Source: an optimization exercise on an open RTL-to-GDS flow (aim: small area). Production flows keep margins and buffers that such runs may drop. At most, simulation tests tie the RTL to the original design; equivalence was not proved. For run 5, only the layout was checked, not whether the RTL still works. Power is estimated from default activity; no workload was simulated. The clock port is modelled as an ideal driver; clocking choices that lean on that would not hold on a real chip.

===== design.v =====
module image_thresholder (
    input  wire        clk,
    input  wire        rst,           
    input  wire        cmd_valid,
    output wire        cmd_ready,
    input  wire [31:0] cmd_data,
    input  wire [7:0]  rd_idx,
    output reg  [31:0] rd_data,
    output wire        out_valid,
    input  wire        out_ready,
    output reg  [7:0]  out_data,
    output wire        out_last
);
    localparam BUF_BYTES = 256;
    localparam NAME_MAX  = 16;
    localparam [2:0] S_IDLE  = 3'd0;
    localparam [2:0] S_LOAD  = 3'd1;
    localparam [2:0] S_EMIT  = 3'd2;
    localparam [2:0] S_DONE  = 3'd3;
    localparam [2:0] S_ERROR = 3'd4;
    localparam [3:0] ERR_DIM      = 4'd1;
    localparam [3:0] ERR_CAPACITY = 4'd2;
    localparam [3:0] ERR_OVERRUN  = 4'd3;
    localparam [3:0] ERR_UNDERRUN = 4'd4;
    localparam [3:0] ERR_SEQUENCE = 4'd5;
    localparam [3:0] ERR_OPCODE   = 4'd6;
    localparam [3:0] ERR_RESERVED = 4'd7;
    localparam [3:0] ERR_NAME     = 4'd8;
    localparam [7:0] OP_NOP    = 8'h00;
    localparam [7:0] OP_SETW   = 8'h01;
    localparam [7:0] OP_SETH   = 8'h02;
    localparam [7:0] OP_SETF   = 8'h03;
    localparam [7:0] OP_NCLR   = 8'h04;
    localparam [7:0] OP_NBYTE  = 8'h05;
    localparam [7:0] OP_START  = 8'h08;
    localparam [7:0] OP_PIXEL  = 8'h09;
    localparam [7:0] OP_THRESH = 8'h0A;
    localparam [7:0] OP_FINISH = 8'h0B;
    localparam [7:0] OP_ABORT  = 8'h0F;
    localparam [2:0] P_MARK = 3'd0;
    localparam [2:0] P_NAME = 3'd1;
    localparam [2:0] P_C1   = 3'd2;
    localparam [2:0] P_BL   = 3'd3;
    localparam [2:0] P_C2   = 3'd4;
    localparam [2:0] P_RS   = 3'd5;
    localparam [2:0] P_C3   = 3'd6;
    localparam [2:0] P_PAY  = 3'd7;
    localparam [10:0] LSTEP = 11'd1463;
    reg [2:0]  state;
    reg [3:0]  err;
    reg [23:0] width;
    reg [23:0] height;
    reg        flag_inv;
    reg        flag_lb;
    reg [4:0]  name_len;        
    reg [8:0]  row_stride;      
    reg [8:0]  byte_length;     
    reg [10:0] cur_x;           
    reg [8:0]  cur_y;           
    reg [8:0]  thresh_result;
    reg [9:0]  out_count;       
    reg [2047:0] ring;
    reg [127:0]  nring;
    reg [10:0] lpos;            
    reg [10:0] a;               
    reg [7:0]  ob;              
    reg [2:0]  ph;              
    reg        ov;              
    reg        lf;              
    reg        pend;            
    reg        pad;             
    reg        npend;           
    reg        sbusy;           
    reg        tbusy;           
    wire [7:0]  op    = cmd_data[31:24];
    wire [23:0] imm   = cmd_data[23:0];
    reg op_known;
    reg op_resv_bits;
    always @(*) begin
        op_known     = 1'b1;
        op_resv_bits = 1'b0;
        case (op)
            OP_NOP, OP_NCLR, OP_START, OP_FINISH, OP_ABORT: op_resv_bits = (imm != 24'd0);
            OP_SETF:                                        op_resv_bits = (imm[23:2] != 22'd0);
            OP_NBYTE:                                       op_resv_bits = (imm[23:8] != 16'd0);
            OP_SETW, OP_SETH, OP_PIXEL, OP_THRESH:          op_resv_bits = 1'b0;
            default:                                        op_known = 1'b0;
        endcase
    end
    wire st_cfg = (state == S_IDLE) || (state == S_DONE) || (state == S_ERROR);
    reg op_legal;
    always @(*) begin
        case (op)
            OP_NOP, OP_THRESH, OP_ABORT:                            op_legal = 1'b1;
            OP_SETW, OP_SETH, OP_SETF, OP_NCLR, OP_NBYTE, OP_START: op_legal = st_cfg;
            OP_PIXEL, OP_FINISH:                                    op_legal = (state == S_LOAD);
            default:                                                op_legal = 1'b0;
        endcase
    end
    wire [9:0] pix_sum   = {2'b00, imm[23:16]} + {2'b00, imm[15:8]} + {2'b00, imm[7:0]};
    wire       pix_light = (pix_sum >= 10'd381);
    wire        w_zero = (width == 24'd0);
    wire        h_zero = (height == 24'd0);
    wire        w_big  = (width > 24'd2048);
    wire        h_big  = (height > 24'd256);
    wire [8:0]  rs_c   = width[11:3] + {8'd0, |width[2:0]};
    reg         hbit;
    always @(*) begin
        case (ob[3:0])
            4'd0:    hbit = height[8];
            4'd1:    hbit = height[7];
            4'd2:    hbit = height[6];
            4'd3:    hbit = height[5];
            4'd4:    hbit = height[4];
            4'd5:    hbit = height[3];
            4'd6:    hbit = height[2];
            4'd7:    hbit = height[1];
            default: hbit = height[0];
        endcase
    end
    wire [9:0]  acc_n  = {a[8:0], 1'b0} + (hbit ? {1'b0, rs_c} : 10'd0);
    wire        acc_ov = (acc_n > 10'd256);
    wire [2:0]  t_x    = {ob[1:0], thresh_result[7]};
    wire        t_q    = ob[1] | (ob[0] & thresh_result[7]);
    wire [1:0]  t_rem  = t_q ? (t_x[1:0] - 2'd3) : t_x[1:0];
    wire [11:0] x_inc  = {1'b0, cur_x} + 12'd1;
    wire        x_last = (x_inc == width[11:0]);
    wire        y_full = (cur_y == height[8:0]);    
    assign cmd_ready = !(pend || npend || sbusy || tbusy) && (state != S_EMIT);
    wire   cmd_fire  = cmd_valid && cmd_ready;
    wire        at_tap  = (lpos == a);
    wire [7:0]  e       = cur_x[7:0];
    wire [10:0] a_inc   = a + 11'd1;
    wire        wr_bit  = pend && at_tap;
    wire        nm_slot = (lpos[3:0] == name_len[3:0]);
    wire        wr_name = npend && nm_slot;
    always @(posedge clk) begin
        ring  <= {ring[2046:0], wr_bit ? ob[0] : ring[2047]};
        nring <= {nring[119:0], wr_name ? ob : nring[127:120]};
    end
    always @(posedge clk) begin
        if (rst) lpos <= 11'd0;
        else     lpos <= lpos + LSTEP;
    end
    wire [8:0] dv = ph[2] ? row_stride : byte_length;
    wire [1:0] dh = (dv >= 9'd200) ? 2'd2 : (dv >= 9'd100) ? 2'd1 : 2'd0;
    wire [6:0] dr = dv[6:0] - ((dh == 2'd2) ? 7'd72 : (dh == 2'd1) ? 7'd100 : 7'd0);  
    reg  [3:0] dt;
    always @(*) begin
        if      (dr >= 7'd90) dt = 4'd9;
        else if (dr >= 7'd80) dt = 4'd8;
        else if (dr >= 7'd70) dt = 4'd7;
        else if (dr >= 7'd60) dt = 4'd6;
        else if (dr >= 7'd50) dt = 4'd5;
        else if (dr >= 7'd40) dt = 4'd4;
        else if (dr >= 7'd30) dt = 4'd3;
        else if (dr >= 7'd20) dt = 4'd2;
        else if (dr >= 7'd10) dt = 4'd1;
        else                  dt = 4'd0;
    end
    wire [3:0] du = dr[3:0] - {dt[2:0], 1'b0} - {dt[0], 3'b000};   
    wire [3:0] dig = (e[1:0] == 2'd0) ? {2'b00, dh} : (e[1:0] == 2'd1) ? dt : du;
    wire [1:0] dfirst = (dv >= 9'd100) ? 2'd0 : (dv >= 9'd10) ? 2'd1 : 2'd2;
    wire [3:0] nib = ob[3:0];
    wire [7:0] hex = (nib < 4'd10) ? {4'h3, nib} : (8'h37 + {4'd0, nib});
    always @(*) begin
        case (ph)
            P_MARK:           out_data = e[1] ? 8'h47 : e[0] ? 8'h44 : 8'h7E;
            P_NAME:           out_data = ob;
            P_C1, P_C2, P_C3: out_data = 8'h2C;
            P_BL, P_RS:       out_data = {4'h3, dig};
            default:          out_data = lf ? 8'h0A : hex;
        endcase
    end
    wire pay_last = (ph == P_PAY) && !lf && !a[2] && (a[10:3] == byte_length[7:0]);
    assign out_valid = (state == S_EMIT) && ov;
    assign out_last  = out_valid && pay_last;
    wire   out_fire  = out_valid && out_ready;
    always @(*) begin
        case (rd_idx)
            8'h00:   rd_data = {24'd0, err, 1'b0, state};
            8'h01:   rd_data = {8'd0, width};
            8'h02:   rd_data = {8'd0, height};
            8'h03:   rd_data = {30'd0, flag_lb, flag_inv};
            8'h04:   rd_data = {27'd0, name_len};
            8'h05:   rd_data = {23'd0, row_stride};
            8'h06:   rd_data = {23'd0, byte_length};
            8'h07:   rd_data = (state == S_EMIT) ? 32'd0 : {21'd0, cur_x};
            8'h08:   rd_data = {23'd0, cur_y};
            8'h09:   rd_data = {23'd0, thresh_result};
            8'h0A:   rd_data = {22'd0, out_count};
            8'h0B:   rd_data = 32'd0;               
            8'h0C:   rd_data = BUF_BYTES;
            8'h0D:   rd_data = NAME_MAX;
            default: rd_data = 32'd0;
        endcase
    end
    always @(posedge clk) begin
        if (rst) begin
            state         <= S_IDLE;
            err           <= 4'd0;
            width         <= 24'd0;
            height        <= 24'd0;
            flag_inv      <= 1'b0;
            flag_lb       <= 1'b0;
            name_len      <= 5'd0;
            row_stride    <= 9'd0;
            byte_length   <= 9'd0;
            cur_x         <= 11'd0;
            cur_y         <= 9'd0;
            thresh_result <= 9'd0;
            out_count     <= 10'd0;
            pend          <= 1'b0;
            npend         <= 1'b0;
            sbusy         <= 1'b0;
            tbusy         <= 1'b0;
            a             <= 11'd0;
            ob            <= 8'd0;
            ph            <= P_MARK;
            ov            <= 1'b0;
            lf            <= 1'b0;
            pad           <= 1'b0;
        end else begin
            if (wr_bit) begin
                a <= a_inc;
                if (pad && (a_inc[2:0] != 3'd0))
                    ob[0] <= 1'b0;
                else
                    pend <= 1'b0;
            end
            if (wr_name)
                npend <= 1'b0;
            if (sbusy) begin
                a       <= {1'b0, acc_n};
                ob[3:0] <= ob[3:0] + 4'd1;
                if (acc_ov) begin
                    sbusy <= 1'b0;
                    state <= S_ERROR;
                    err   <= ERR_CAPACITY;
                end else if (ob[3:0] == 4'd8) begin
                    sbusy       <= 1'b0;
                    state       <= S_LOAD;
                    err         <= 4'd0;
                    row_stride  <= rs_c;
                    byte_length <= acc_n[8:0];
                    cur_x       <= 11'd0;
                    cur_y       <= 9'd0;
                    out_count   <= 10'd0;
                    a           <= 11'd0;
                end
            end
            if (tbusy) begin
                thresh_result[7:0] <= {thresh_result[6:0], t_q};
                ob[1:0]            <= t_rem;
                ob[4:2]            <= ob[4:2] + 3'd1;
                if (ob[4:2] == 3'd7) begin
                    tbusy            <= 1'b0;
                    thresh_result[8] <= thresh_result[6] | ((&thresh_result[5:0]) & t_q);
                end
            end
            if (state == S_EMIT) begin
                if (ov) begin
                    if (out_ready) begin
                        out_count <= out_count + 10'd1;
                        case (ph)
                            P_MARK: begin
                                if (e[1]) begin
                                    if (name_len == 5'd0) begin
                                        ph <= P_C1;
                                    end else begin
                                        ph <= P_NAME;
                                        cur_x <= 11'd1;
                                        ov <= 1'b0;
                                    end
                                end else begin
                                    cur_x <= x_inc[10:0];
                                end
                            end
                            P_NAME: begin
                                if (e[4:0] == name_len) begin
                                    ph <= P_C1;
                                end else begin
                                    cur_x <= x_inc[10:0];
                                    ov <= 1'b0;
                                end
                            end
                            P_C1, P_C2: begin
                                ph <= ph + 3'd1;
                                cur_x <= {9'd0, dfirst};
                            end
                            P_BL, P_RS: begin
                                if (e[1]) ph <= ph + 3'd1;
                                else      cur_x <= x_inc[10:0];
                            end
                            P_C3: begin
                                ph    <= P_PAY;
                                a     <= 11'd0;
                                cur_x <= 11'd0;
                                lf <= flag_lb;
                                ov <= flag_lb;
                            end
                            default: begin
                                if (lf) begin
                                    lf <= 1'b0;
                                    ov <= 1'b0;
                                end else if (a[2]) begin
                                    ov <= 1'b0;
                                end else begin
                                    if (x_inc[8:0] == row_stride) begin
                                        cur_x <= 11'd0;
                                        lf    <= flag_lb;
                                        ov    <= flag_lb;
                                    end else begin
                                        cur_x <= x_inc[10:0];
                                        ov    <= 1'b0;
                                    end
                                    if (pay_last)
                                        state <= S_DONE;
                                end
                            end
                        endcase
                    end
                end else if (ph == P_NAME) begin
                    if (lpos[3:0] == e[3:0]) begin
                        ob <= nring[127:120];
                        ov <= 1'b1;
                    end
                end else begin
                    if (at_tap) begin
                        ob <= {ob[6:0], ring[2047]};
                        a  <= a_inc;
                        if (a[1:0] == 2'd3)
                            ov <= 1'b1;
                    end
                end
            end
            if (cmd_fire) begin
                if (!op_known) begin
                    if (state != S_ERROR) begin state <= S_ERROR; err <= ERR_OPCODE; end
                end else if (op_resv_bits) begin
                    if (state != S_ERROR) begin state <= S_ERROR; err <= ERR_RESERVED; end
                end else if (!op_legal) begin
                    if (state != S_ERROR) begin state <= S_ERROR; err <= ERR_SEQUENCE; end
                end else begin
                    case (op)
                        OP_SETW: width  <= imm;
                        OP_SETH: height <= imm;
                        OP_SETF: begin
                            flag_inv <= imm[0];
                            flag_lb  <= imm[1];
                        end
                        OP_NCLR: name_len <= 5'd0;
                        OP_NBYTE: begin
                            if (name_len == NAME_MAX) begin
                                if (state != S_ERROR) begin state <= S_ERROR; err <= ERR_NAME; end
                            end else begin
                                name_len <= name_len + 5'd1;
                                ob       <= imm[7:0];
                                npend    <= 1'b1;
                            end
                        end
                        OP_START: begin
                            if (w_zero || h_zero) begin
                                state <= S_ERROR;
                                err   <= ERR_DIM;
                            end else if (w_big || h_big) begin
                                state <= S_ERROR;
                                err   <= ERR_CAPACITY;
                            end else begin
                                sbusy <= 1'b1;
                                a     <= 11'd0;
                                ob    <= 8'd0;
                            end
                        end
                        OP_PIXEL: begin
                            if (y_full) begin
                                state <= S_ERROR;
                                err   <= ERR_OVERRUN;
                            end else begin
                                pend  <= 1'b1;
                                pad   <= x_last;
                                ob[0] <= pix_light ^ flag_inv;
                                if (x_last) begin
                                    cur_x <= 11'd0;
                                    cur_y <= cur_y + 9'd1;
                                end else begin
                                    cur_x <= x_inc[10:0];
                                end
                            end
                        end
                        OP_THRESH: begin
                            thresh_result[7:0] <= pix_sum[7:0];
                            ob[4:0]            <= {3'd0, pix_sum[9:8]};
                            tbusy              <= 1'b1;
                        end
                        OP_FINISH: begin
                            if (!y_full) begin
                                state <= S_ERROR;
                                err   <= ERR_UNDERRUN;
                            end else begin
                                state     <= S_EMIT;
                                out_count <= 10'd0;
                                ph        <= P_MARK;
                                ov        <= 1'b1;
                            end
                        end
                        OP_ABORT: begin
                            state <= S_IDLE;
                            err   <= 4'd0;
                        end
                        default: ;
                    endcase
                end
            end
        end
    end
endmodule

===== config.mk =====
export PLATFORM = sky130hd
export DESIGN_NAME = image_thresholder
export DESIGN_NICKNAME = image_thresholder
export VERILOG_FILES = /design/flow/design.v
export SDC_FILE = /design/flow/constraint.sdc
export NUM_CORES = 4
export LEC_CHECK = 0
export CAP_MARGIN = 20
export CORE_MARGIN = 2
export CORE_UTILIZATION = 40
export SLEW_MARGIN = 20

===== flow/abc_deep.script =====
strash
&get -n
&deepsyn -T 60
&dch -f
&nf -R 1000
&put
topo
dnsize

===== standard.sh =====
#!/bin/bash
# synth_recipe.tcl (not shown) runs the flow's synth.tcl, then flattens the netlist and writes it again
# the make line also repeats each setting of config.mk as NAME=value (left out here)
make -C /OpenROAD-flow-scripts/flow DESIGN_CONFIG=/design/flow/config.mk WORK_HOME=/design/flow/orfs CLKGATE_MAP_FILE= SYNTH_SCRIPT=/design/flow/synth_recipe.tcl "${@:-finish}"

===== flow/synth_area.tcl =====
# The standard flow's synthesis script (synth_recipe.tcl, in the work folder) with one change:
# the combinational logic is mapped by ABC with an area-oriented script
# (abc_deep.script beside this file) instead of ORFS's default one. Registers
# are mapped before ABC runs, so they are the standard synthesis's.
set ::area_abc_script $::env(FLOW_ABC_SCRIPT)
proc abc {args} {
  set i [lsearch -exact $args -script]
  if {$i >= 0} { set args [lreplace $args $i [expr {$i + 1}] -script $::area_abc_script] }
  yosys abc {*}$args
}
source $::env(FLOW_SYNTH_TCL)

===== flow/run.sh =====
#!/bin/bash
# Layout flow: the standard ORFS flow (standard.sh) with these changes:
#  - synthesis: the standard flow's own synthesis script, except that ABC maps the
#    combinational logic with an area-oriented script (flow/abc_deep.script)
#    and adders are left to ABC instead of being mapped to fa/ha cells first.
#    Registers are mapped before ABC, so they are the standard synthesis's.
#  - CTS clusters up to 30 flip-flops per leaf buffer and inserts no dummy
#    loads;
#  - ports are buffered with the smallest buffer (buf_1).
# The full output of the flow goes to flow_standard.log in the work folder.
set -euo pipefail
cd "$(dirname "$0")/.."
WORK=$PWD
export FLOW_ABC_SCRIPT=$WORK/flow/abc_deep.script
export FLOW_SYNTH_TCL=$WORK/synth_recipe.tcl
export CTS_ARGS="-sink_clustering_enable -repair_clock_nets -sink_clustering_size 30 -sink_clustering_max_diameter 100 -dont_use_dummy_load"
export BUFFER_PORTS_ARGS="-buffer_cell sky130_fd_sc_hd__buf_1"
bash standard.sh SYNTH_SCRIPT=$WORK/flow/synth_area.tcl ADDER_MAP_FILE= finish > flow_standard.log 2>&1

===== constraint.sdc =====
create_clock -name core_clock -period 12.0 [get_ports {clk}]
set_input_delay 2.4000 -clock core_clock [delete_from_list [all_inputs] [get_ports {clk}]]
set_output_delay 2.4000 -clock core_clock [all_outputs]
set_load 0.01 [all_outputs]

==> out/qor.csv, run 1 <==
stage,metric,value,unit
logic_synthesis,#FFs+latches synth,2335,
grt,GRT overflow,0,
cts,cts repair resizes,0,
cts,root buf cell,clkbuf_16,
logic_synthesis,main area contributors after synthesis,"dfxtp_1, a22o_1, xnor2_1, nand2_1, nor2_1",
cts,worst skew pair latency,0.69,ns
timing,final period utilization,78.5,%
pwr,Peak VDD IR,0.133,mV
logic_synthesis,asr flop ratio synth,0,%
setup_path,Reg2Reg Depth,19,
floorplan,core footprint,132000,sq um
floorplan,die height,369,um
logic_synthesis,Yosys top cell by area,dfxtp_1,
setup_path,Worst R2R End,cur_x[8],
pwr,Pwr Density,195,nW/um^2
timing,Slew @ Worst Pin,0.957,ns
placed_design,Detailed Place HPWL,47600,um
placed_design,"worst slack, placed",3.44,ns
route,Max Used Layer,met5,
layout,Final Net Count,3614,
cts,CTS Hold Bufs,0,
placed_design,placed cells,5235,
timing,setup TNS,0,ns
setup_path,Worst Setup Path Type,reg2out,
setup_path,R2R Path Start,width[0],
layout,Final Non-Filler Cells,5324,
route,via/cell ratio,4.35,
grt,vias in the first global route,22200,
setup_path,Critical Path RT,9.60,ns
grt,antenna violations before repair,1,
cts,cts bufs inserted,88,
floorplan,# rows,133,
timing,final setup margin,2.58,ns
timing,Worst Clk Skew,0.0493,ns
timing,Slew HR,36.1,%
logic_synthesis,post-synthesis sequential area ratio,87.9,%
route,WL met1,41900,um
layout,final instance area,58000,sq um
setup_path,stages on the worst setup path,24,
timing,RSZ-0062 raised after global routing,no,
logic_synthesis,Post-Syn Area,53200,sq um
floorplan,Starting Density,40.4,%
setup_path,CP Buf/Inv Count,1,
setup_path,crit path capture type,primary output,
logic_synthesis,Post-synth EDFFs,0,
cts,Clock Sinks,2335,
grt,gr usage total,11.6,%
route,WL/cell,14.8,um
setup_path,CP peak stage delay,0.79,ns
route,met3 wire length,4380,um
cts,Max Root-Sink Buffers,3,
placed_design,Placement Cell Area,55800,sq um
route,met2 routed WL,30300,um
setup_path,Top delay family on crit path,compound AO/OA/AOI/OAI gates,
route,remaining antenna violation count,0,
logic_synthesis,ys flop type,dfxtp_1,
cts,Worst-path clk slew,0.12,ns
placed_design,port buffer count,78,
cts,H-Tree Depth,3,
route,1st-iter DRT viols,1731,
setup_path,CP startpoint,ph[2],
grt,largest net degree at the start of global routing,46,
setup_path,Critical Path Fanout Max,15,
placed_design,Final GP Congestion,0.909,
layout,Layout fillers,11600,
cts,CTS tree,done,
layout,register area,46700,sq um
route,# DRC,0,
route,Vias,23100,
pwr,Total Power,11.3,mW
logic_synthesis,syn_area_per_cell,15.7,sq um
min_path,Hold Path Class,reg2reg,
layout,share of cells above drive strength 1,3.31,%
setup_path,Startpoint Class,register,
setup_path,worst path arrival time,7.02,ns
timing,post-layout min period,9.42,ns
pwr,Leakage Power,22.2,nW
grt,first-pass GRT wire length,127000,um
floorplan,Die W,369,um
floorplan,# IOs,87,
timing,Final Hold Vio Count,0,
timing,Max Slew Vio Count,0,
logic_synthesis,number of library cell types mapped by synthesis,57,
logic_synthesis,yosys synthesis warning count,1,
setup_path,critical path capture point,out_data[1],
logic_synthesis,cells after synthesis,3380,
timing,max frequency,0.106,GHz
cts,Post-CTS Setup Bufs,0,
layout,footprint of the multi-input gates,6280,sq um
setup_path,r2r setup slk,5.91,ns
timing,final setup fails,0,
outcome,status,"complete, no violations",
setup_path,CP max stage cell,dfxtp_1,
route,first drt pass iteration count,7,
setup_path,crit-path cells,"mux2i_1, and2_0, a211oi_1, or2_0, a21oi_1, a21oi_1, nor2b_1, nor3b_1, nor2_1, a21oi_1, xnor2_1, o21ai_0, o21ai_0, xnor2_1, a31oi_1, o22ai_1, nand2_1, nand2_1, o21ai_0, xor2_1, a2111oi_0, a221oi_1, a21oi_1, buf_1",
layout,P&R area growth vs syn,9.15,%
logic_synthesis,share of the synthesized area in the top cell type,87.9,%
flow_run,Max-Cap Viols,0,
route,Post-Route WL,79000,um
floorplan,Die ar.,136000,sq um
setup_path,CP dominant cell by count,a21oi_1,
[power breakdown]
group	internal (mW)	switching, mW
clock	1.33	2.09
combinational	0.0449	0.0753
sequential	7.75	0.0141
[cell families (layout without fill, tap and decap cells)]
logic type	Yosys count	in the layout	share of synthesized area, %
and+or+nand+nor	481	481	4.35
muxes	19	19	0.376
other	1	9	0.00705
xor gates and xnor gates	108	108	1.78
buffers and inverters	47	228	0.388
AOI/OAI and AO/OA	375	375	4.93
DFF	2335	2335	87.9
adders and majority gates	14	14	0.264
[sequential cells by signal, summed over array words and instances (netlist names), 3 cells and up]
signal	cells
a	11
byte_length	9
cur_x	11
cur_y	9
err	4
height	24
lpos	11
name_len	5
nring	128
ob	8
out_count	10
ph	3
ring	2048
row_stride	9
state	3
thresh_result	9
width	24
[synthesized netlist by cell type (19+ instances only)]
cell type,number
dfxtp_1,2335
xnor2_1,61
nor3_1,50
nor4_1,28
a22o_1,69
o21ai_0,83
xor2_1,47
nor2_1,121
clkinv_1,39
nand3_1,31
a21oi_1,72
nand2_1,132
a222oi_1,19
[worst register-to-register path: stages (launching register included)]
cell	delay (ns)
dfxtp_1	0.40
o31a_1	0.43
maj3_1	0.42
maj3_1	0.40
maj3_1	0.38
a21oi_1	0.13
nor3_1	0.09
maj3_1	0.37
maj3_1	0.38
maj3_1	0.39
maj3_1	0.36
xnor2_1	0.21
nor2b_1	0.22
clkinv_1	0.28
nor2_1	0.51
or2_0	0.52
nor3b_1	0.11
buf_4	0.20
nand2_1	0.08
o21ai_0	0.07
[through the flow]
step | hold slack, ns | util (%)
6_report | 0.300 | 44.1
3_3_place_gp | 0.311 | 42.4
4_1_cts | 0.295 | 44.1
2_1_floorplan | 0.310 | -
5_1_grt | 0.303 | 44.1
3_5_place_dp | 0.312 | 42.4
[area by class of cell]
cell class | instances | share of cell area, %
repair buffers | 101 | 0.804
well taps | 1755 | 3.78
flip-flops and latches | 2335 | 80.5
diodes | 1 | 0.00431
clock buffers | 88 | 3.79
inverters | 39 | 0.252
multi-input cells | 1005 | 10.8
[worst min-delay path by stage]
| stage | from | end | depth (start not counted) | slack (ns) |
|---|---|---|---|---|
| final | ring[1394] | ring[1395] | 0 | 0.30 |
| after global routing | ring[243] | ring[244] | 0 | 0.30 |
| after CTS | ring[243] | ring[244] | 0 | 0.29 |
| after detailed placement | ring[1135] | ring[1136] | 0 | 0.31 |
| after global placement | ring[502] | ring[503] | 0 | 0.31 |
| after floorplan | nring[92] | nring[100] | 0 | 0.31 |
[per-layer routing]
| metal | global-route usage, % | vias to the layer above |
|---|---|---|
| met2 | 15.9 | 493 |
| li1 | - | 11500 |
| met5 | 0 | - |
| met3 | 2.51 | 161 |
| met4 | 3.94 | 2 |
| met1 | 18.0 | 11000 |
[layout by cell type (no fill, tap or decap), types with 6 or more instances in the layout]
cell       synthesis  final
o21a_1             8      8
xor2_1            47     47
nor4_1            28     27
a31oi_1           12     11
o32ai_1           11     11
nand3_1           31     31
clkinv_1          39     39
mux2i_1           11     11
a222oi_1          19     19
o31ai_1            7      7
maj3_1            14     14
and3_1            16     16
a211oi_1           8      8
nor2b_1           13     13
nand2b_1          18     18
buf_1              0     77
a22o_1            69     69
buf_4              8     23
a221oi_1          12     12
nor3_1            50     48
nor2_1           121    121
a21oi_1           72     70
nand2_1          132    132
or3_1              9      9
o22ai_1           14     14
o211ai_1           6      6
o21ai_0           83     83
or2_0             14     14
and2_0            13     13
mux2_1             8      8
conb_1             1      8
nor3b_1           11     11
a221o_1            6      6
a22oi_1            9      9
nand4_1           13     13
xnor2_1           61     61
dfxtp_1         2335   2335
clkbuf_16          0     88
==> inputs of run 2 (changes only) <==
==> flow/run.sh (replaced) <==
#!/bin/bash
# Layout flow: the standard ORFS flow (standard.sh) with these changes:
#  - synthesis: the standard flow's own synthesis script, except that ABC maps the
#    combinational logic with an area-oriented script (flow/abc_deep.script)
#    and adders are left to ABC instead of being mapped to fa/ha cells first.
#    Registers are mapped before ABC, so they are the standard synthesis's.
#  - CTS clusters up to 32 flip-flops per leaf buffer and inserts no dummy
#    loads;
#  - ports are buffered with the smallest buffer (buf_1).
# The full output of the flow goes to flow_standard.log in the work folder.
set -euo pipefail
cd "$(dirname "$0")/.."
WORK=$PWD
export FLOW_ABC_SCRIPT=$WORK/flow/abc_deep.script
export FLOW_SYNTH_TCL=$WORK/synth_recipe.tcl
export CTS_ARGS="-sink_clustering_enable -repair_clock_nets -sink_clustering_size 32 -sink_clustering_max_diameter 100 -dont_use_dummy_load"
export BUFFER_PORTS_ARGS="-buffer_cell sky130_fd_sc_hd__buf_1"
bash standard.sh SYNTH_SCRIPT=$WORK/flow/synth_area.tcl ADDER_MAP_FILE= finish > flow_standard.log 2>&1
==> out/qor.csv, run 2 <==
stage,metric,value,unit,change
flow_run,Max-Cap Viols,0,,unchanged
logic_synthesis,Synth Area in XOR/XNOR,1.78,%,unchanged
setup_path,Startpoint Class,register,,
floorplan,die height,369,um,unchanged
logic_synthesis,yosys synthesis warning count,1,,unchanged
logic_synthesis,asr flop ratio synth,0,%,unchanged
logic_synthesis,syn_area_per_cell,15.7,sq um,unchanged
layout,share of cells above drive strength 1,3.20,%,-0.11 points
cts,root buf cell,clkbuf_16,,
layout,Antenna Cells,0,,-1
floorplan,Die ar.,136000,sq um,unchanged
route,Vias,23100,,-0.099%
layout,largest register by flop count,ring,,
route,remaining antenna violation count,0,,unchanged
pwr,Leakage Power,22.2,nW,-0.22%
pwr,Pwr Density,194,nW/um^2,-0.39%
pwr,Peak VDD IR,0.126,mV,-5.4%
route,# DRC,0,,unchanged
timing,Max Slew Vio Count,0,,unchanged
placed_design,port buffer count,78,,unchanged
setup_path,CP max stage cell,dfxtp_1,,
grt,gr usage total,11.6,%,-0.032 points
floorplan,core footprint,132000,sq um,unchanged
logic_synthesis,ys flop type,dfxtp_1,,
route,Post-Route WL,78900,um,-0.14%
timing,post-layout min period,9.44,ns,+0.0198 ns
logic_synthesis,Synth Area in Compound Gates,4.93,%,unchanged
logic_synthesis,largest family of logic cells by synthesized area,compound AO/OA/AOI/OAI gates,,
placed_design,"worst slack, placed",3.44,ns,unchanged
logic_synthesis,Post-synth EDFFs,0,,unchanged
logic_synthesis,main area contributors after synthesis,"dfxtp_1, a22o_1, xnor2_1, nand2_1, nor2_1",,
outcome,status,"complete, no violations",,
timing,final period utilization,78.7,%,+0.16 points
setup_path,Critical Path RT,9.60,ns,about the same
route,via/cell ratio,4.35,,about the same
cts,worst skew pair latency,0.68,ns,about the same
layout,Final Net Count,3610,,-0.11%
route,WL/cell,14.8,um,about the same
layout,P&R area growth vs syn,8.95,%,
timing,setup TNS,0,ns,unchanged
grt,vias in the first global route,22100,,-0.51%
cts,cts repair resizes,0,,unchanged
min_path,Hold Path Class,reg2reg,,
timing,RSZ-0062 raised after global routing,no,,
route,1st-iter DRT viols,1849,,+6.8%
timing,max frequency,0.106,GHz,-0.21%
cts,Worst-path clk slew,0.11,ns,about the same
cts,Post-CTS Setup Bufs,0,,unchanged
cts,CTS Hold Bufs,0,,unchanged
pwr,Total Power,11.2,mW,-0.57%
grt,largest net degree at the start of global routing,46,,unchanged
cts,H-Tree Depth,3,,unchanged
timing,Final Hold Vio Count,0,,unchanged
setup_path,CP dominant cell by count,a21oi_1,,
logic_synthesis,cells after synthesis,3380,,unchanged
logic_synthesis,top-count cell post-synth,dfxtp_1,,
floorplan,Starting Density,40.4,%,unchanged
placed_design,Detailed Place HPWL,47600,um,unchanged
setup_path,CP peak stage delay,0.79,ns,about the same
grt,antenna violations before repair,0,,-1
setup_path,Worst Setup Path Type,reg2out,,
logic_synthesis,post-synthesis simple-gate area fraction,4.35,%,unchanged
logic_synthesis,Post-synth top cells,"dfxtp_1, nand2_1, nor2_1",,
logic_synthesis,post-synthesis sequential area ratio,87.9,%,unchanged
logic_synthesis,Post-Syn Area,53200,sq um,unchanged
cts,CTS tree,done,,
timing,Worst Clk Skew,0.0541,ns,+0.00478 ns
setup_path,Critical Path Fanout Max,15,,unchanged
timing,Slew @ Worst Pin,0.930,ns,-0.0269 ns
floorplan,# rows,133,,unchanged
route,first drt pass iteration count,8,,+1
cts,Clock Sinks,2335,,unchanged
logic_synthesis,Adder-Cell Fraction of Synth Area,0.264,%,unchanged
layout,most frequent cells in the layout,"dfxtp_1, nand2_1, nor2_1, clkbuf_16, o21ai_0",,
timing,Slew HR,37.9,%,+1.8 points
grt,GRT overflow,0,,unchanged
logic_synthesis,#FFs+latches synth,2335,,unchanged
cts,Max Root-Sink Buffers,3,,unchanged
floorplan,# IOs,87,,unchanged
cts,cts bufs inserted,84,,-4.5%
timing,final setup margin,2.56,ns,-0.0198 ns
setup_path,worst path arrival time,7.04,ns,+0.02 ns
floorplan,Die W,369,um,unchanged
layout,Largest regs,"ring: 2048 flops, nring: 128 flops",,
layout,Final Util,44.0,%,-0.078 points
logic_synthesis,multiplexer area fraction after synthesis,0.376,%,unchanged
logic_synthesis,number of library cell types mapped by synthesis,57,,unchanged
timing,final setup fails,0,,unchanged
layout,Largest register FFs,2048,,unchanged
timing,Hold Slack,0.294,ns,-0.00583 ns
setup_path,crit-path cells,"mux2i_1, and2_0, a211oi_1, or2_0, a21oi_1, a21oi_1, nor2b_1, nor3b_1, nor2_1, a21oi_1, xnor2_1, o21ai_0, o21ai_0, xnor2_1, a31oi_1, o22ai_1, nand2_1, nand2_1, o21ai_0, xor2_1, a2111oi_0, a221oi_1, a21oi_1, buf_1",,
placed_design,Final GP Congestion,0.909,,unchanged
logic_synthesis,share of the synthesized area in the top cell type,87.9,%,unchanged
grt,first-pass GRT wire length,127000,um,-0.26%
logic_synthesis,Yosys top cell by area,dfxtp_1,,
setup_path,crit path capture type,primary output,,
layout,"most common cell after layout, fill and taps aside",dfxtp_1,,
## run 2: cell types whose count changed in the layout (fill, tap and decap cells not counted)
| cell | change |
|---|---|
| diode_2 | -1 |
| clkbuf_16 | -4 |
## run 2: through the flow
step                      instances  cell area (sq um)
after floorplan                3387              53200
after global placement         5235              55800
after detailed placement       5235              55800
after CTS                      5319              57900
after global routing           5319              57900
final                          5319              57900
## run 2: final timing paths
check / start / end / slack (ns) / depth (start not counted)
max: ph[2] / out_data[1] / 2.56 / 24
min: ring[99] / ring[100] / 0.29 / 0
max reg2reg: width[1] / cur_x[8] / 5.92 / 19
min reg2reg: ring[99] / ring[100] / 0.29 / 0
## run 2: logic make-up after synthesis
kind of cell	count (synthesis)
AND/OR/NAND/NOR	481
AO/OA/AOI/OAI	375
buffers and inverters	47
multiplexers	19
XOR/XNOR	108
flip-flops	2335
other	1
adder cells (fa/ha/maj)	14
## run 2: worst max-delay path, delay by kind of cell, from the launching register on
| kind | cells | cell delay [ns] |
|---|---|---|
| AO/OA/AOI/OAI | 12 | 2.95 |
| AND/OR/NAND/NOR | 7 | 1.15 |
| flip-flops | 1 | 0.79 |
| XOR/XNOR | 3 | 0.79 |
| multiplexers | 1 | 0.50 |
| buffers and inverters | 1 | 0.20 |
## run 2: per-layer routing
metal  GRT usage (%)  vias to the layer above  share of wire [%]
li1                -                    11500                  -
met1            18.1                    11000                 53
met2            15.8                      492                 38
met3            2.39                      142                5.1
met4            3.92                        0                3.2
met5               0                        -                  0
## run 2: cell type report
class,count,area (sq um)
multi-input cells,1005,6280
clock buffers,84,2100
repair buffers,101,467
well taps,1755,2200
flip-flops and latches,2335,46700
fillers,11600,73700
inverters,39,146
## run 2: power breakdown
part	internal (mW)	switching [mW]	leakage [nW]
combinational	0.0449	0.0753	2.33
clock	1.27	2.08	1.04
sequential	7.75	0.0142	18.8
==> inputs of run 3 (changes only) <==
==> flow/run.sh (replaced) <==
#!/bin/bash
# Layout flow: the standard ORFS flow (standard.sh) with these changes:
#  - synthesis: the standard flow's own synthesis script, except that ABC maps the
#    combinational logic with an area-oriented script (flow/abc_deep.script)
#    and adders are left to ABC instead of being mapped to fa/ha cells first.
#    Registers are mapped before ABC, so they are the standard synthesis's.
#  - CTS clusters up to 30 flip-flops per leaf buffer and inserts no dummy
#    loads;
#  - ports are buffered with the smallest buffer (buf_1).
# The full output of the flow goes to flow_standard.log in the work folder.
set -euo pipefail
cd "$(dirname "$0")/.."
WORK=$PWD
export FLOW_ABC_SCRIPT=$WORK/flow/abc_deep.script
export FLOW_SYNTH_TCL=$WORK/synth_recipe.tcl
export CTS_ARGS="-sink_clustering_enable -repair_clock_nets -sink_clustering_size 30 -sink_clustering_max_diameter 100 -dont_use_dummy_load -root_buf sky130_fd_sc_hd__clkbuf_8 -tree_buf sky130_fd_sc_hd__clkbuf_8 -sink_clustering_buffer sky130_fd_sc_hd__clkbuf_16"
export BUFFER_PORTS_ARGS="-buffer_cell sky130_fd_sc_hd__buf_1"
bash standard.sh SYNTH_SCRIPT=$WORK/flow/synth_area.tcl ADDER_MAP_FILE= finish > flow_standard.log 2>&1
==> out/qor.csv, run 3 <==
stage,metric,value,unit,change
logic_synthesis,Post-synth EDFFs,0,,unchanged
route,via/cell ratio,4.35,,about the same
placed_design,Final GP Congestion,0.909,,unchanged
timing,Max Slew Vio Count,0,,unchanged
logic_synthesis,#FFs+latches synth,2335,,unchanged
pwr,Peak VDD IR,0.133,mV,+5.4%
floorplan,Starting Density,40.4,%,unchanged
cts,Clock Sinks,2335,,unchanged
route,1st-iter DRT viols,1668,,-9.8%
layout,footprint of the multi-input gates,6280,sq um,unchanged
timing,post-layout min period,9.59,ns,+0.153 ns
cts,cts repair resizes,0,,unchanged
flow_run,Max-Cap Viols,0,,unchanged
route,remaining antenna violation count,0,,unchanged
pwr,Leakage Power,22.2,nW,about the same
grt,antenna violations before repair,1,,+1
logic_synthesis,Post-synth top cells,"dfxtp_1, nand2_1, nor2_1",,
outcome,status,"complete, no violations",,
placed_design,Detailed Place HPWL,47600,um,unchanged
layout,P&R area growth vs syn,8.96,%,about the same
layout,Largest register FFs,2048,,unchanged
logic_synthesis,Yosys top cell by area,dfxtp_1,,
layout,Largest regs,"ring: 2048 flops, nring: 128 flops",,
cts,worst skew pair latency,0.83,ns,+0.15 ns
logic_synthesis,main area contributors after synthesis,"dfxtp_1, a22o_1, xnor2_1, nand2_1, nor2_1",,
route,Vias,23100,,+0.13%
placed_design,port buffer count,78,,unchanged
logic_synthesis,Post-Syn Area,53200,sq um,unchanged
setup_path,Worst Setup Path Type,reg2out,,
route,WL/cell,14.8,um,about the same
timing,Final Hold Vio Count,0,,unchanged
logic_synthesis,cells after synthesis,3380,,unchanged
logic_synthesis,share of the synthesized area in the top cell type,87.9,%,unchanged
setup_path,worst path arrival time,7.19,ns,+0.15 ns
grt,GRT overflow,0,,unchanged
layout,share of cells above drive strength 1,3.31,%,+0.11 points
floorplan,# IOs,87,,unchanged
floorplan,core footprint,132000,sq um,unchanged
logic_synthesis,asr flop ratio synth,0,%,unchanged
cts,Max Root-Sink Buffers,3,,unchanged
timing,final period utilization,79.9,%,+1.3 points
setup_path,crit path capture type,primary output,,
logic_synthesis,top-count cell post-synth,dfxtp_1,,
timing,setup TNS,0,ns,unchanged
grt,gr usage total,11.6,%,+0.033 points
layout,Final Net Count,3614,,+0.11%
logic_synthesis,syn_area_per_cell,15.7,sq um,unchanged
logic_synthesis,yosys synthesis warning count,1,,unchanged
timing,max frequency,0.104,GHz,-1.6%
layout,largest register by flop count,ring,,
route,Post-Route WL,79000,um,+0.12%
layout,most frequent cells in the layout,"dfxtp_1, nand2_1, nor2_1, o21ai_0, clkbuf_16",,
floorplan,# rows,133,,unchanged
logic_synthesis,post-synthesis sequential area ratio,87.9,%,unchanged
logic_synthesis,ys flop type,dfxtp_1,,
layout,register area,46700,sq um,unchanged
timing,Worst Clk Skew,0.0654,ns,+0.0112 ns
floorplan,die height,369,um,unchanged
setup_path,Startpoint Class,register,,
layout,final instance area,57900,sq um,about the same
cts,H-Tree Depth,3,,unchanged
grt,vias in the first global route,22200,,+0.51%
grt,first-pass GRT wire length,127000,um,+0.29%
cts,Worst-path clk slew,0.12,ns,about the same
layout,Layout fillers,11600,,-0.043%
cts,CTS Hold Bufs,0,,unchanged
layout,"most common cell after layout, fill and taps aside",dfxtp_1,,
floorplan,Die W,369,um,unchanged
pwr,Pwr Density,194,nW/um^2,-0.22%
setup_path,Critical Path Fanout Max,15,,unchanged
grt,largest net degree at the start of global routing,46,,unchanged
placed_design,Placement Cell Area,55800,sq um,unchanged
timing,Slew @ Worst Pin,0.943,ns,+0.0128 ns
timing,Slew HR,37.0,%,-0.86 points
cts,cts bufs inserted,88,,+4.8%
route,first drt pass iteration count,6,,-2
timing,final setup fails,0,,unchanged
floorplan,Die ar.,136000,sq um,unchanged
cts,Post-CTS Setup Bufs,0,,unchanged
route,# DRC,0,,unchanged
min_path,Hold Path Class,reg2reg,,
cts,CTS tree,done,,
setup_path,Critical Path RT,9.60,ns,about the same
timing,RSZ-0062 raised after global routing,no,,
cts,root buf cell,clkbuf_8,,
logic_synthesis,number of library cell types mapped by synthesis,57,,unchanged
-- run 3: cell count changes in the layout (fill, tap and decap cells not counted) --
cell / before / now
clkbuf_16: 84 / 79
clkbuf_8: 0 / 9
diode_2: 0 / 2
-- run 3: final timing paths --
path | start | end | slack (ns) | cells after the start
worst max-delay path | ph[2] | out_data[1] | 2.41 | 24
worst min-delay path | ring[1394] | ring[1395] | 0.27 | 0
worst max register to register | width[0] | cur_x[8] | 5.90 | 19
worst min register to register | ring[1394] | ring[1395] | 0.27 | 0
-- run 3: cell type report --
type,count,share of cell area (%)
repair buffers,101,0.805
flip-flops and latches,2335,80.7
clock buffers,88,3.63
well taps,1755,3.79
inverters,39,0.253
diodes,2,0.00864
multi-input cells,1005,10.8
-- run 3: metrics by stage --
stage,hold slack (ns),power [mW],utilization (%),setup WS [ns],std cells
2_1_floorplan,0.310,8.02,-,4.82,3387
3_3_place_gp,0.311,8.06,42.4,3.47,5235
3_5_place_dp,0.312,8.06,42.4,3.44,5235
4_1_cts,0.268,11.4,44.0,2.40,5323
5_1_grt,0.277,11.7,44.0,1.71,5324
6_report,0.274,11.2,44.0,2.41,5325
-- run 3: power by group --
part	internal [mW]	total (mW)	switching [mW]
Sequential	7.75	7.77	0.0140
Clock	1.24	3.33	2.08
Combinational	0.0449	0.120	0.0753
-- run 3: critical path, stage by stage (launching register included) --
cell and delay [ns]:
dfxtp_1 0.80, mux2i_1 0.52, and2_0 0.26, a211oi_1 0.09, or2_0 0.29, a21oi_1 0.50, a21oi_1 0.20, nor2b_1 0.25
nor3b_1 0.08, nor2_1 0.11, a21oi_1 0.07, xnor2_1 0.21, o21ai_0 0.22, o21ai_0 0.28, xnor2_1 0.35, a31oi_1 0.17
o22ai_1 0.23, nand2_1 0.08, nand2_1 0.10, o21ai_0 0.24, xor2_1 0.22, a2111oi_0 0.45, a221oi_1 0.09, a21oi_1 0.37
buf_1 0.20
-- run 3: kinds of logic (layout without fill, tap and decap cells) --
group / count (synthesis) / after routing / synth area share (%)
flip-flops: 2335 / 2335 / 87.9
AND/OR/NAND/NOR: 481 / 481 / 4.35
AO/OA/AOI/OAI: 375 / 375 / 4.93
XOR/XNOR: 108 / 108 / 1.78
buffers and inverters: 47 / 228 / 0.388
multiplexers: 19 / 19 / 0.376
adder cells (fa/ha/maj): 14 / 14 / 0.264
other: 1 / 10 / 0.00705
-- run 3: layer usage --
metal	share of wire [%]	GRT usage [%]	wire, um
met1	53	18.1	41800
met2	39	15.9	30500
met3	5.3	2.44	4230
met4	3.1	3.93	2450
met5	0	0	0
==> inputs of run 4 (changes only) <==
--- a/flow/run.sh
+++ b/flow/run.sh
@@ -4,7 +4,8 @@
 #    combinational logic with an area-oriented script (flow/abc_deep.script)
 #    and adders are left to ABC instead of being mapped to fa/ha cells first.
 #    Registers are mapped before ABC, so they are the standard synthesis's.
-#  - CTS clusters up to 30 flip-flops per leaf buffer and inserts no dummy
+#  - CTS clusters up to 30 flip-flops per leaf buffer (clkbuf_16), builds
+#    the upper levels of the tree from clkbuf_8, and inserts no dummy
 #    loads;
 #  - ports are buffered with the smallest buffer (buf_1).
 # The full output of the flow goes to flow_standard.log in the work folder.
==> out/qor.csv, run 4 <==
stage,metric,value,unit,change
outcome,status,"complete, no violations",,
grt,vias in the first global route,22200,,unchanged
route,Vias,23100,,unchanged
setup_path,Startpoint Class,register,,
cts,worst skew pair latency,0.83,ns,about the same
logic_synthesis,post-synthesis sequential area ratio,87.9,%,unchanged
pwr,Peak VDD IR,0.133,mV,unchanged
layout,largest register by flop count,ring,,
floorplan,# IOs,87,,unchanged
timing,Hold Slack,0.274,ns,unchanged
timing,Worst Clk Skew,0.0654,ns,unchanged
pwr,Pwr Density,194,nW/um^2,unchanged
logic_synthesis,number of library cell types mapped by synthesis,57,,unchanged
cts,cts repair resizes,0,,unchanged
logic_synthesis,main area contributors after synthesis,"dfxtp_1, a22o_1, xnor2_1, nand2_1, nor2_1",,
cts,H-Tree Depth,3,,unchanged
route,Post-Route WL,79000,um,unchanged
placed_design,Detailed Place HPWL,47600,um,unchanged
grt,GRT overflow,0,,unchanged
setup_path,worst path arrival time,7.19,ns,about the same
pwr,Gate power share,1.1,%,about the same
pwr,Power Internal,9.04,mW,unchanged
layout,share of cells above drive strength 1,3.31,%,unchanged
setup_path,crit path capture type,primary output,,
pwr,Seq pwr share,69.3,%,about the same
logic_synthesis,cells after synthesis,3380,,unchanged
cts,root buf cell,clkbuf_8,,
timing,max frequency,0.104,GHz,unchanged
min_path,Hold Path Class,reg2reg,,
layout,Largest register FFs,2048,,unchanged
route,via/cell ratio,4.35,,unchanged
placed_design,Placement Cell Area,55800,sq um,unchanged
timing,Slew HR,37.0,%,unchanged
timing,Slew @ Worst Pin,0.943,ns,unchanged
setup_path,Critical Path Fanout Max,15,,unchanged
route,remaining antenna violation count,0,,unchanged
setup_path,Worst Setup Path Type,reg2out,,
timing,final setup fails,0,,unchanged
placed_design,placed cells,5235,,unchanged
cts,CTS tree,done,,
placed_design,port buffer count,78,,unchanged
floorplan,Die W,369,um,unchanged
layout,final instance area,57900,sq um,unchanged
floorplan,Die ar.,136000,sq um,unchanged
timing,RSZ-0062 raised after global routing,no,,
route,# DRC,0,,unchanged
layout,Layout fillers,11600,,unchanged
flow_run,Max-Cap Viols,0,,unchanged
layout,Final Net Count,3614,,unchanged
layout,"most common cell after layout, fill and taps aside",dfxtp_1,,
cts,Max Root-Sink Buffers,3,,unchanged
pwr,Sw Pwr,2.17,mW,unchanged
floorplan,Starting Density,40.4,%,unchanged
layout,Largest regs,"ring: 2048 flops, nring: 128 flops",,
logic_synthesis,yosys synthesis warning count,1,,unchanged
grt,first-pass GRT wire length,127000,um,unchanged
floorplan,# rows,133,,unchanged
cts,Worst-path clk slew,0.12,ns,about the same
logic_synthesis,share of the synthesized area in the top cell type,87.9,%,unchanged
placed_design,Final GP Congestion,0.909,,unchanged
timing,setup TNS,0,ns,unchanged
logic_synthesis,Yosys top cell by area,dfxtp_1,,
cts,Post-CTS Setup Bufs,0,,unchanged
pwr,switch share,19.4,%,unchanged
cts,cts bufs inserted,88,,unchanged
grt,antenna violations before repair,1,,unchanged
cts,CTS Hold Bufs,0,,unchanged
grt,largest net degree at the start of global routing,46,,unchanged
timing,final period utilization,79.9,%,unchanged
logic_synthesis,#FFs+latches synth,2335,,unchanged
layout,Final Non-Filler Cells,5325,,unchanged
logic_synthesis,asr flop ratio synth,0,%,unchanged
timing,Max Slew Vio Count,0,,unchanged
logic_synthesis,Post-synth top cells,"dfxtp_1, nand2_1, nor2_1",,
timing,Final Hold Vio Count,0,,unchanged
timing,post-layout min period,9.59,ns,unchanged
pwr,Leakage Power,22.2,nW,unchanged
logic_synthesis,Post-Syn Area,53200,sq um,unchanged
logic_synthesis,top-count cell post-synth,dfxtp_1,,
grt,gr usage total,11.6,%,unchanged
logic_synthesis,syn_area_per_cell,15.7,sq um,unchanged
cts,Clock Sinks,2335,,unchanged
layout,P&R area growth vs syn,8.96,%,unchanged
floorplan,core footprint,132000,sq um,unchanged
route,1st-iter DRT viols,1668,,unchanged
floorplan,die height,369,um,unchanged
setup_path,Critical Path RT,9.60,ns,about the same
route,first drt pass iteration count,6,,unchanged
route,WL/cell,14.8,um,unchanged
logic_synthesis,Post-synth EDFFs,0,,unchanged
pwr,clock share of power,29.7,%,about the same
logic_synthesis,ys flop type,dfxtp_1,,
layout,most frequent cells in the layout,"dfxtp_1, nand2_1, nor2_1, o21ai_0, clkbuf_16",,
run 4: metrics by stage:
step / utilization (%) / setup WS [ns] / total power [mW]
2_1_floorplan: - / 4.82 / 8.02
3_3_place_gp: 42.4 / 3.47 / 8.06
3_5_place_dp: 42.4 / 3.44 / 8.06
4_1_cts: 44.0 / 2.40 / 11.4
5_1_grt: 44.0 / 1.71 / 11.7
6_report: 44.0 / 2.41 / 11.2
run 4: cells by family (layout without fill, tap and decap cells):
group / Yosys count / after routing / synth area share, %
xor+xnor: 108 / 108 / 1.78
simple gates: 481 / 481 / 4.35
fa+ha+maj: 14 / 14 / 0.264
other cells: 1 / 10 / 0.00705
mux: 19 / 19 / 0.376
buf+inv: 47 / 228 / 0.388
compound gates: 375 / 375 / 4.93
flops: 2335 / 2335 / 87.9
run 4: final cells by class:
cell class / count / area [sq um] / area share, %
Antenna cell: 2 / 5.00 / 0.00864
Clock buffer: 88 / 2100 / 3.63
Inverter: 39 / 146 / 0.253
Multi-Input combinational cell: 1005 / 6280 / 10.8
Sequential cell: 2335 / 46700 / 80.7
Tap cell: 1755 / 2200 / 3.79
Timing Repair Buffer: 101 / 467 / 0.805
run 4: worst max-delay path: stages, from the launching register on:
cell and delay, ns:
dfxtp_1 0.80, mux2i_1 0.52, and2_0 0.26, a211oi_1 0.09, or2_0 0.29, a21oi_1 0.50, a21oi_1 0.20, nor2b_1 0.25
nor3b_1 0.08, nor2_1 0.11, a21oi_1 0.07, xnor2_1 0.21, o21ai_0 0.22, o21ai_0 0.28, xnor2_1 0.35, a31oi_1 0.17
o22ai_1 0.23, nand2_1 0.08, nand2_1 0.10, o21ai_0 0.24, xor2_1 0.22, a2111oi_0 0.45, a221oi_1 0.09, a21oi_1 0.37
buf_1 0.20
run 4: final timing paths:
kind | from | endpoint | slack [ns] | cells past startpoint
min | ring[1394] | ring[1395] | 0.27 | 0
max reg2reg | width[0] | cur_x[8] | 5.90 | 19
max | ph[2] | out_data[1] | 2.41 | 24
min reg2reg | ring[1394] | ring[1395] | 0.27 | 0
run 4: per-layer routing:
metal  vias up  GRT usage (%)  share of wire [%]
met2       491           15.9                 39
met5         -              0                  0
met1     11000           18.1                 53
met3       153           2.44                5.3
li1      11500              -                  -
met4         0           3.93                3.1
run 4: power by group through the flow:
| stage | combinational [mW] | clock, mW | sequential [mW] |
|---|---|---|---|
| after floorplan | 0.0808 | 0 | 7.94 |
| after global placement | 0.118 | 0 | 7.95 |
| after detailed placement | 0.119 | 0 | 7.95 |
| after CTS | 0.119 | 3.49 | 7.77 |
| after global routing | 0.132 | 3.75 | 7.77 |
| final | 0.120 | 3.33 | 7.77 |
==> inputs of run 5 (changes only) <==
--- a/design.v
+++ b/design.v
@@ -68,7 +68,6 @@
     reg        ov;              
     reg        lf;              
     reg        pend;            
-    reg        pad;             
     reg        npend;           
     reg        sbusy;           
     reg        tbusy;           
@@ -128,6 +127,7 @@
     wire        y_full = (cur_y == height[8:0]);    
     assign cmd_ready = !(pend || npend || sbusy || tbusy) && (state != S_EMIT);
     wire   cmd_fire  = cmd_valid && cmd_ready;
+    wire        pad     = (cur_x == 11'd0);
     wire        at_tap  = (lpos == a);
     wire [7:0]  e       = cur_x[7:0];
     wire [10:0] a_inc   = a + 11'd1;
@@ -219,7 +219,6 @@
             ph            <= P_MARK;
             ov            <= 1'b0;
             lf            <= 1'b0;
-            pad           <= 1'b0;
         end else begin
             if (wr_bit) begin
                 a <= a_inc;
@@ -252,8 +251,8 @@
             if (tbusy) begin
                 thresh_result[7:0] <= {thresh_result[6:0], t_q};
                 ob[1:0]            <= t_rem;
-                ob[4:2]            <= ob[4:2] + 3'd1;
-                if (ob[4:2] == 3'd7) begin
+                ph                 <= ph + 3'd1;
+                if (ph == 3'd7) begin
                     tbusy            <= 1'b0;
                     thresh_result[8] <= thresh_result[6] | ((&thresh_result[5:0]) & t_q);
                 end
@@ -378,7 +377,6 @@
                                 err   <= ERR_OVERRUN;
                             end else begin
                                 pend  <= 1'b1;
-                                pad   <= x_last;
                                 ob[0] <= pix_light ^ flag_inv;
                                 if (x_last) begin
                                     cur_x <= 11'd0;
@@ -390,7 +388,8 @@
                         end
                         OP_THRESH: begin
                             thresh_result[7:0] <= pix_sum[7:0];
-                            ob[4:0]            <= {3'd0, pix_sum[9:8]};
+                            ob[1:0]            <= pix_sum[9:8];
+                            ph                 <= 3'd0;
                             tbusy              <= 1'b1;
                         end
                         OP_FINISH: begin
==> out/qor.csv, run 5 <==
stage,metric,value,unit,change
outcome,status,"complete, no violations",,
cts,cts repair resizes,0,,unchanged
grt,first-pass GRT wire length,129000,um,+1.4%
route,Vias,23200,,+0.30%
logic_synthesis,yosys synthesis warning count,1,,unchanged
logic_synthesis,Post-synth EDFFs,0,,unchanged
cts,cts bufs inserted,90,,+2.3%
setup_path,Worst R2R End,cur_x[0],,
route,# DRC,0,,unchanged
logic_synthesis,ys flop type,dfxtp_1,,
grt,GRT overflow,0,,unchanged
timing,Slew HR,23.5,%,-13 points
setup_path,worst path arrival time,6.16,ns,-1.03 ns
pwr,Leakage Power,22.1,nW,-0.22%
setup_path,critical path capture point,out_data[3],,
layout,Final Non-Filler Cells,5333,,+0.15%
min_path,Hold Path Class,reg2reg,,
route,remaining antenna violation count,0,,unchanged
timing,Hold Slack,0.261,ns,-0.0129 ns
floorplan,Die W,369,um,about the same
route,first drt pass iteration count,7,,+1
layout,Largest register FFs,2048,,unchanged
setup_path,Critical Path Fanout Max,22,,+7
logic_synthesis,share of the synthesized area in the top cell type,87.8,%,about the same
logic_synthesis,main area contributors after synthesis,"dfxtp_1, a22o_1, xnor2_1, nand2_1, nor2_1",,
logic_synthesis,Post-Syn Area,53200,sq um,about the same
placed_design,placed cells,5233,,-0.038%
cts,Max Root-Sink Buffers,3,,unchanged
logic_synthesis,post-synthesis sequential area ratio,87.8,%,about the same
floorplan,# rows,133,,unchanged
layout,P&R area growth vs syn,8.94,%,about the same
timing,Worst Clk Skew,0.0885,ns,+0.0231 ns
setup_path,r2r setup slk,5.50,ns,-0.40 ns
setup_path,crit path capture type,primary output,,
logic_synthesis,Post-synth top cells,"dfxtp_1, nand2_1, nor2_1",,
cts,Worst-path clk slew,0.10,ns,-0.02 ns
timing,post-layout min period,8.56,ns,-1.03 ns
route,WL/cell,15.1,um,+2.1%
timing,Final Hold Vio Count,0,,unchanged
floorplan,core footprint,132000,sq um,+0.13%
cts,H-Tree Depth,3,,unchanged
pwr,Total Power,11.2,mW,+0.16%
layout,most frequent cells in the layout,"dfxtp_1, nand2_1, nor2_1, clkbuf_16, o21ai_0",,
cts,worst skew pair latency,0.84,ns,about the same
layout,share of cells above drive strength 1,3.11,%,-0.20 points
logic_synthesis,top-count cell post-synth,dfxtp_1,,
flow_run,Max-Cap Viols,0,,unchanged
layout,footprint of the multi-input gates,6290,sq um,+0.18%
setup_path,CP startpoint,ph[2],,
timing,Max Slew Vio Count,0,,unchanged
logic_synthesis,syn_area_per_cell,15.7,sq um,-0.19%
route,Post-Route WL,80800,um,+2.2%
cts,Post-CTS Setup Bufs,0,,unchanged
cts,CTS Hold Bufs,0,,unchanged
cts,root buf cell,clkbuf_8,,
grt,vias in the first global route,22300,,+0.15%
timing,max frequency,0.117,GHz,+12%
timing,RSZ-0062 raised after global routing,no,,
timing,setup TNS,0,ns,unchanged
layout,register area,46700,sq um,about the same
setup_path,R2R Path Start,width[0],,
grt,largest net degree at the start of global routing,46,,unchanged
floorplan,Die ar.,136000,sq um,about the same
setup_path,Critical Path RT,9.60,ns,about the same
floorplan,die height,369,um,about the same
floorplan,# IOs,87,,unchanged
pwr,Peak VDD IR,0.115,mV,-14%
logic_synthesis,#FFs+latches synth,2334,,-0.043%
placed_design,Final GP Congestion,0.921,,+1.3%
logic_synthesis,asr flop ratio synth,0,%,unchanged
setup_path,Startpoint Class,register,,
layout,Final Util,44.0,%,-0.045 points
timing,final setup fails,0,,unchanged
layout,Final Net Count,3615,,+0.028%
timing,Slew @ Worst Pin,1.13,ns,+0.188 ns
timing,final period utilization,71.3,%,-8.6 points
layout,largest register by flop count,ring,,
pwr,Pwr Density,194,nW/um^2,+0.14%
grt,gr usage total,11.9,%,+0.25 points
route,1st-iter DRT viols,1629,,-2.3%
placed_design,Detailed Place HPWL,49900,um,+4.9%
logic_synthesis,cells after synthesis,3388,,+0.24%
setup_path,Reg2Reg Depth,24,,+5
layout,Largest regs,"ring: 2048 flops, nring: 128 flops",,
grt,antenna violations before repair,6,,+5
cts,Clock Sinks,2334,,-0.043%
cts,CTS tree,done,,
layout,Layout fillers,11700,,+0.56%
logic_synthesis,Yosys top cell by area,dfxtp_1,,
floorplan,Starting Density,40.4,%,about the same
layout,"most common cell after layout, fill and taps aside",dfxtp_1,,
placed_design,port buffer count,78,,unchanged
logic_synthesis,number of library cell types mapped by synthesis,60,,+5.3%
setup_path,Worst Setup Path Type,reg2out,,
route,via/cell ratio,4.35,,+0.15%
run 5: changes by cell type after synthesis, moves of 5 or more:
cell,delta
nand3_1,-6
a21oi_1,-12
o22ai_1,+9
clkinv_1,+5
xor2_1,-16
or2_0,-6
nand2_1,+12
and2_0,+11
and3_1,+6
run 5: worst max-delay path, cell delays in order, from the launching register on:
cell and delay, ns:
dfxtp_1 0.84, mux2i_1 0.61, and3_1 0.30, o21a_1 0.21, o21ai_0 0.28, xnor2_1 0.41
nand2_1 0.13, a21boi_0 0.20, o31a_1 0.34, nor2_1 0.10, o2111ai_1 0.20, a21oi_1 0.06
o21ai_0 0.49, o21ai_0 0.22, xnor2_1 0.18, o21ai_0 0.49, buf_1 0.26
run 5: routing by layer:
layer  vias up  part of all wire (%)  wire length [um]  global-route usage (%)
li1      11500                     -                 -                       -
met1     11000                    51             41500                    17.7
met2       534                    39             31800                    16.8
met3       170                   5.3              4260                    2.45
met4         0                   4.0              3210                    4.81
met5         -                     0                 0                       0
run 5: worst min-delay path by stage:
| stage | startpoint | to | slack (ns) | cells after the start |
|---|---|---|---|---|
| final | ring[1624] | ring[1625] | 0.26 | 0 |
| after global routing | ring[1624] | ring[1625] | 0.28 | 0 |
| after CTS | ring[1663] | ring[1664] | 0.27 | 0 |
| after detailed placement | ring[1164] | ring[1165] | 0.31 | 0 |
| after global placement | nring[40] | nring[48] | 0.31 | 0 |
| after floorplan | nring[92] | nring[100] | 0.31 | 0 |
run 5: where the power goes:
part	internal, mW	total (mW)	switching, mW
clock	1.27	3.35	2.08
sequential	7.75	7.76	0.0120
combinational	0.0426	0.117	0.0747
run 5: cell type report:
class | instances | share of cell area, %
Antenna cell | 9 | 0.0389
Sequential cell | 2334 | 80.6
Tap cell | 1755 | 3.79
Clock buffer | 90 | 3.71
Inverter | 44 | 0.285
Timing Repair Buffer | 92 | 0.695
Multi-Input combinational cell | 1009 | 10.9
run 5: logic make-up (layout without fill, tap and decap cells):
family	Yosys count	in the layout	share of synthesized area (%)
AO/OA/AOI/OAI	373	373	4.93
XOR/XNOR	96	96	1.58
adder cells (fa/ha/maj)	12	12	0.226
buffers and inverters	52	226	0.423
flip-flops	2334	2334	87.8
multiplexers	20	20	0.445
other	1	17	0.00705
AND/OR/NAND/NOR	500	500	4.56
run 5: through the flow:
step	area [sq um]	setup slack (ns)
final	58000	3.44
after CTS	57900	3.36
after detailed placement	55800	4.34
after global routing	58000	2.77
after global placement	55800	4.41
after floorplan	53200	5.11

## separate check: timing with driven ports
How much do the figures lean on ideal ports? The routed layouts below were timed once more, with nothing changed but the port constraints. Step 1, drivers: a clkbuf_16 drives clk and a buf_2 each remaining input, both assumed. Step 2 times the ports against the registers' clock, not the clock port: input delays grow and output delays shrink by t, the midpoint of the rising clock arrivals with the driver on. a / b / c = ideal ports / drivers / drivers and shift; a / b = the first two.
run | shift t [ns] | slack for setup (ns) | hold WS [ns] | worst setup path at the end | slew at the worst register clock pin (ns)
run 1 | 0.736 | 2.581 / 2.517 / 3.252 | 0.300 / 0.300 / 0.300 | register to output | 0.12 / 0.12
run 2 | 0.730 | 2.561 / 2.497 / 3.227 | 0.294 / 0.294 / 0.294 | register to output | 0.12 / 0.12
run 3 | 0.863 | 2.408 / 2.346 / 3.209 | 0.274 / 0.274 / 0.274 | register to output | 0.12 / 0.12
run 4 | 0.863 | 2.408 / 2.346 / 3.209 | 0.274 / 0.274 / 0.274 | register to output | 0.12 / 0.12
run 5 | 0.844 | 3.442 / 3.378 / 4.221 | 0.261 / 0.261 / 0.261 | register to output | 0.12 / 0.12
After both steps every run listed still meets setup and hold.
